Source: an optimization exercise on an open RTL-to-GDS flow (aim: small area, a short achievable clock period and few clock cycles). Production flows keep margins and buffers that such runs may drop. RTL that was checked went through simulation tests only; none was proved equivalent to the original. Power and IR drop assume default switching activity.

// ircodec
module ircodec (
    input  wire        clk,
    input  wire        rst,
    input  wire        cmd_valid,
    output wire        cmd_ready,
    input  wire [31:0] cmd_word,
    input  wire [31:0] cmd_arg0,
    input  wire [31:0] cmd_arg1,
    output wire [31:0] res0,
    output wire [31:0] res1,
    output wire [31:0] status,
    output wire [31:0] cfg_state,
    output wire [31:0] cfg_res,
    output wire [31:0] cfg_margin,
    output wire [31:0] tt_leader,
    output wire [31:0] tt_bit0,
    output wire [31:0] tt_bit1,
    output wire [31:0] tt_ending,
    output wire [31:0] tt_margin,
    output wire [31:0] enc_state,
    output wire [31:0] seq_tx,
    output wire [31:0] seq_next,
    output wire [31:0] dec_result,
    output wire [7:0]  pl_rd_addr,
    input  wire [7:0]  pl_rd_data,
    output reg         pl_we,
    output wire [7:0]  pl_wr_addr,
    output wire [7:0]  pl_wr_data,
    output reg         tx_we,
    output wire [6:0]  tx_addr,
    output wire [31:0] tx_wdata,
    output wire [6:0]  rx_rd_addr,
    input  wire [31:0] rx_rd_data,
    output reg         dst_we,
    output wire [7:0]  dst_wr_addr,
    output wire [7:0]  dst_wr_data,
    output wire [7:0]  dst_rd_addr,
    input  wire [7:0]  dst_rd_data
);
For scale: about 3900 cells after synthesis, roughly 570 flip-flops, roughly 34000 µm² of cells after synthesis.
==> flow/config.mk <==
export PLATFORM = sky130hd
export DESIGN_NAME = ircodec
export DESIGN_NICKNAME = ircodec
export VERILOG_FILES = /design/flow/design.v
export SDC_FILE = /design/flow/constraint.sdc
export NUM_CORES = 4
export LEC_CHECK = 0
export ABC_CLOCK_PERIOD_IN_PS = 3000
export CAP_MARGIN = 20
export CORE_MARGIN = 2
export CORE_UTILIZATION = 40
export SETUP_SLACK_MARGIN = 5
export SLEW_MARGIN = 20
==> flow/constraint.sdc <==
create_clock -name core_clock -period 12.0 [get_ports {clk}]
set_input_delay 2.4000 -clock core_clock [delete_from_list [all_inputs] [get_ports {clk}]]
set_output_delay 2.4000 -clock core_clock [all_outputs]
set_load 0.01 [all_outputs]
run.sh (not shown) runs the stock make flow with config.mk's settings and CLKGATE_MAP_FILE= SYNTH_SCRIPT=/design/flow/synth_recipe.tcl, a recipe that flattens the netlist after the stock synthesis.
The first run completed without violations.
Then changed:
==> flow/flow/run.sh (new file) <==
#!/bin/bash
# Standard layout, with repair_timing aiming well below the clock period
# and plain buffers on the ports. Each tool's output goes to its own log.
set -euo pipefail
export SETUP_SLACK_MARGIN=8.5
export BUFFER_PORTS_ARGS="-buffer_cell sky130_fd_sc_hd__buf_1"
bash standard.sh > standard_make.log 2>&1
==> flow/standard.sh (new file) <==
#!/bin/bash
# synth_recipe.tcl (not shown) runs the flow's synth.tcl, then flattens the netlist and writes it again
# the make line also repeats each setting of config.mk as NAME=value (left out here)
make -C /OpenROAD-flow-scripts/flow DESIGN_CONFIG=/design/flow/config.mk WORK_HOME=/design/flow/orfs CLKGATE_MAP_FILE= SYNTH_SCRIPT=/design/flow/synth_recipe.tcl "${@:-finish}"
Settings changed: SETUP_SLACK_MARGIN 5 to unset.
removed: flow/run.sh
Effect:
- count of clock-buffer cells in the layout falls by 7
- core utilization increases by 4.5 points
- sequential power goes down by about 2%
- critical path depth does not change
- cell area grows by 8.9%
- global-route usage climbs by 1.1 points
No functional check of the RTL was part of any run of this note.

---

Setup of lane 3:
Another version of the RTL of ircodec (not shown whole).
Size: about 4400 cells after synthesis, ~600 flip-flops, roughly 730 I/O pins.
clock: 12.0 ns
lec_check: 0
cap_margin: 20
core_margin: 2
core_utilization: 55
slew_margin: 20
tns_end_percent: 5
standard.sh (not shown) runs the stock make flow with config.mk's settings and CLKGATE_MAP_FILE= SYNTH_SCRIPT=/design/flow/synth_recipe.tcl, a recipe that flattens the netlist after the stock synthesis.
==> flow/flow/run.sh <==
#!/bin/bash
# Standard layout, with repair_timing aiming below the clock period
# (setup margin 8.5 ns) and plain buffers on the ports. Each tool's output
# goes to its own log under orfs/logs; make's output to standard_make.log.
set -euo pipefail
export SETUP_SLACK_MARGIN=8.5
export BUFFER_PORTS_ARGS="-buffer_cell sky130_fd_sc_hd__buf_1"
bash standard.sh > standard_make.log 2>&1
Per the final summary, lane 3 finished and its layout is clean on timing, DRC and antenna.
Relative to lane 3, the following input files were edited for lane 2:
Settings: CTS_BUF_LIST: unset -> sky130_fd_sc_hd__clkbuf_8.
--- outcome ---
- Lane 2 vs lane 3, part of the total power dissipated in combinational logic went up by 2.5 points.
- Lower net count of the finished layout among lane 2 and lane 3: lane 3
- Lane 2 vs lane 3 — wire length on met1 climbed slightly
- Lane 3: all stages complete, timing, DRC and antenna checks passed
- The flow did not stop early for lane 2: all stages ran, and the layout cleared the timing, design-rule and antenna checks.
- Lane 3 → lane 2: total internal power lower; pin slew with the least headroom to its limit went up 0.080 ns; via count of the first global-routing pass saw an increase.
Function was not checked in any run of this note: the RTL went through the layout flow alone.

---

Another version of the RTL of ircodec (not shown whole).
Size: roughly 4100 cells after synthesis, ~610 flip-flops, roughly 730 I/O pins.
export LEC_CHECK = 0
export CAP_MARGIN = 20
export CORE_MARGIN = 2
export CORE_UTILIZATION = 55
export CTS_BUF_LIST = sky130_fd_sc_hd__clkbuf_8
export SLEW_MARGIN = 20
export TNS_END_PERCENT = 5
create_clock -name core_clock -period 12.0 [get_ports {clk}]
Scripts as last shown in full above: flow/flow/run.sh
The starting point finished with timing, DRC and antenna clean.
Testbench counts at the start, summed over its fixed seeds: cycles 29,611.
Edit:
CORE_UTILIZATION = 40   (was 55)
CTS_BUF_LIST = default   (was sky130_fd_sc_hd__clkbuf_8)
The new run produced a clean layout.
Worst setup slack degrades by 0.22 ns.
Count of clock-buffer cells in the layout came out lower by 35.
Design area came out higher by 1.6%.
Area after synthesis is unchanged.
Via count barely changes.
Routed wire length came out higher by 7.9%.
Fmax came out lower by 5.4%.
Critical path depth came out higher by 1.
Global-route usage came out lower by 7.4 points.

---

Setup of run 1:
ircodec, a different RTL version from the one above (not shown whole).
Size in the first run: roughly 4,400 cells after synthesis, roughly 730 I/O pins.
==> flow/design.v (excerpt) <==
module ircodec (
    input  wire        clk,
    input  wire        rst,
    input  wire        cmd_valid,
    output wire        cmd_ready,
    input  wire [31:0] cmd_word,
    input  wire [31:0] cmd_arg0,
    input  wire [31:0] cmd_arg1,
    output wire [31:0] res0,
    output wire [31:0] res1,
    output wire [31:0] status,
    output wire [31:0] cfg_state,
    output wire [31:0] cfg_res,
    output wire [31:0] cfg_margin,
    output wire [31:0] tt_leader,
    output wire [31:0] tt_bit0,
    output wire [31:0] tt_bit1,
    output wire [31:0] tt_ending,
    output wire [31:0] tt_margin,
    output wire [31:0] enc_state,
    output wire [31:0] seq_tx,
    output wire [31:0] seq_next,
    output wire [31:0] dec_result,
    output wire [7:0]  pl_rd_addr,
    input  wire [7:0]  pl_rd_data,
    output reg         pl_we,
    output wire [7:0]  pl_wr_addr,
    output wire [7:0]  pl_wr_data,
    output reg         tx_we,
    output wire [6:0]  tx_addr,
    output wire [31:0] tx_wdata,
    output wire [6:0]  rx_rd_addr,
    input  wire [31:0] rx_rd_data,
    output reg         dst_we,
    output wire [7:0]  dst_wr_addr,
    output wire [7:0]  dst_wr_data,
    output wire [7:0]  dst_rd_addr,
    input  wire [7:0]  dst_rd_data
);
Settings: LEC_CHECK=0, CAP_MARGIN=20, CORE_MARGIN=2, CORE_UTILIZATION=60, SLEW_MARGIN=20, TNS_END_PERCENT=5; clock period 12.0 ns.
==> flow/flow/run.sh <==
#!/bin/bash
# Standard layout with three changes: repair_timing aims below the clock
# period (setup margin 9.0 ns), the ports get plain buf_1 buffers, and the
# clock tree uses larger sink clusters without dummy loads. Each tool's
# output goes to its own log under orfs/logs; make's output to
# standard_make.log.
set -euo pipefail
export SETUP_SLACK_MARGIN=9.0
export BUFFER_PORTS_ARGS="-buffer_cell sky130_fd_sc_hd__buf_1"
export CTS_ARGS="-sink_clustering_enable -repair_clock_nets -dont_use_dummy_load -sink_clustering_size 24 -sink_clustering_max_diameter 80 -buf_list sky130_fd_sc_hd__clkbuf_16"
bash standard.sh > standard_make.log 2>&1
Run 1: full flow OK, the timing, design-rule and antenna checks passed
Testbench counts of run 1, summed over its fixed seeds: cycles 29,419.
Input-level comparison between run 2 and run 1:
Settings: CORE_UTILIZATION: 60 -> 65.
-- flow/flow/run.sh --
<<< run 1, line 3
# period (setup margin 9.0 ns), the ports get plain buf_1 buffers, and the
>>> run 2, line 3
# period (setup margin 8.5 ns), the ports get plain buf_1 buffers, and the
<<< run 1, line 8
export SETUP_SLACK_MARGIN=9.0
>>> run 2, line 8
export SETUP_SLACK_MARGIN=8.5
--- outcome ---
- Going from run 1 to run 2, the detailed-route wire length was found to have gone down by 4.4%.
- Run 2 against run 1: number of antenna violations at the first check in global routing went up 5; achievable clock frequency went down 0.0011 GHz; shortest period the worst path allows went up 0.017 ns; setup slack after layout went down 0.017 ns.
- Between run 2 and run 1, the number of DRC markers after the initial detailed-route iteration is higher for run 2.
- Capturing instance or port of the critical path: dst_we -> run 2, r_seq_next[5] -> run 1
- Global-route met1 utilization in run 2 is 2.2 points above run 1.
- The lower power of run 2 and run 1 is in run 2.
- Worst slack on hold paths: run 2 vs run 1 down 0.0089 ns
- Between run 2 and run 1, the final clock period utilization by the worst path figures differ only marginally.
Modified inputs, run 3 compared to run 2
Settings: changing CORE_UTILIZATION from 65 to 55.
[summary]
- Vertical die dimension (lower): run 2
- Relative to run 2, the core occupancy in the finished layout of run 3 is lower by 10 points.
- Run 3 completed every stage of the flow, and the final layout passed the timing, design-rule and antenna checks.
- Register-to-register path setup slack on run 3 is up relative to run 2.
- Fraction of final layout cells with drive strength greater than 1 ended up 1.1 points higher on run 3 than on run 2.
- [compare] base=run 2 new=run 3: count of clock-buffer cells in the layout neither gained nor lost much; total routing resource utilization after global routing lost 5.1 points; via count of the routed design lost 505.

## afterwards: timing with drivers on the ports
The flow's constraints put no driver on any port. The routed layouts listed below were extracted and timed again, unchanged, in two steps. Step 1: set_driving_cell puts a clkbuf_16 on clk and a buf_2 on each other input, an assumption about the parent block. Step 2, shift: input delay + t, output delay - t, t = (earliest + latest rising clock arrival at the registers) / 2. This alone moves slack from input paths to output paths. a / b / c = ideal / step 1 / step 2; a / b = the first two.
| run | t, ns | setup slack, ns | hold WS [ns] | worst slew at a driven data input, ns | cell pins on the clock port's net |
|---|---|---|---|---|---|
| the first run of note 1 | 0.691 | 5.727 / 5.727 / 5.727 | 0.418 / 0.418 / 0.418 | 0.10 | 1 |
| the second run of note 1 | 0.698 | 6.602 / 6.602 / 6.602 | 0.419 / 0.419 / 0.419 | 0.11 | 1 |
| lane 3 | 0.684 | 8.037 / 7.993 / 7.334 | 0.426 / 0.426 / 0.426 | 0.12 | 1 |
| lane 2 | 0.784 | 8.077 / 8.066 / 7.305 | 0.423 / 0.423 / 0.423 | 0.12 | 1 |
| the first run of note 3 | 0.782 | 8.024 / 8.034 / 7.268 | 0.420 / 0.420 / 0.420 | 0.07 | 1 |
| the second run of note 3 | 0.697 | 7.799 / 7.848 / 7.151 | 0.430 / 0.430 / 0.430 | 0.09 | 1 |
| run 1 | 0.631 | 8.009 / 7.993 / 7.422 | 0.438 / 0.438 / 0.438 | 0.17 | 1 |
| run 2 | 0.629 | 7.991 / 7.963 / 7.400 | 0.429 / 0.429 / 0.429 | 0.14 | 1 |
| run 3 | 0.641 | 8.043 / 8.046 / 7.437 | 0.425 / 0.425 / 0.425 | 0.13 | 1 |
After both steps setup and hold are still met in every run listed. The setup slack of lane 2, which loses most, moves by -0.011 ns with the drivers and by -0.772 ns with both steps.
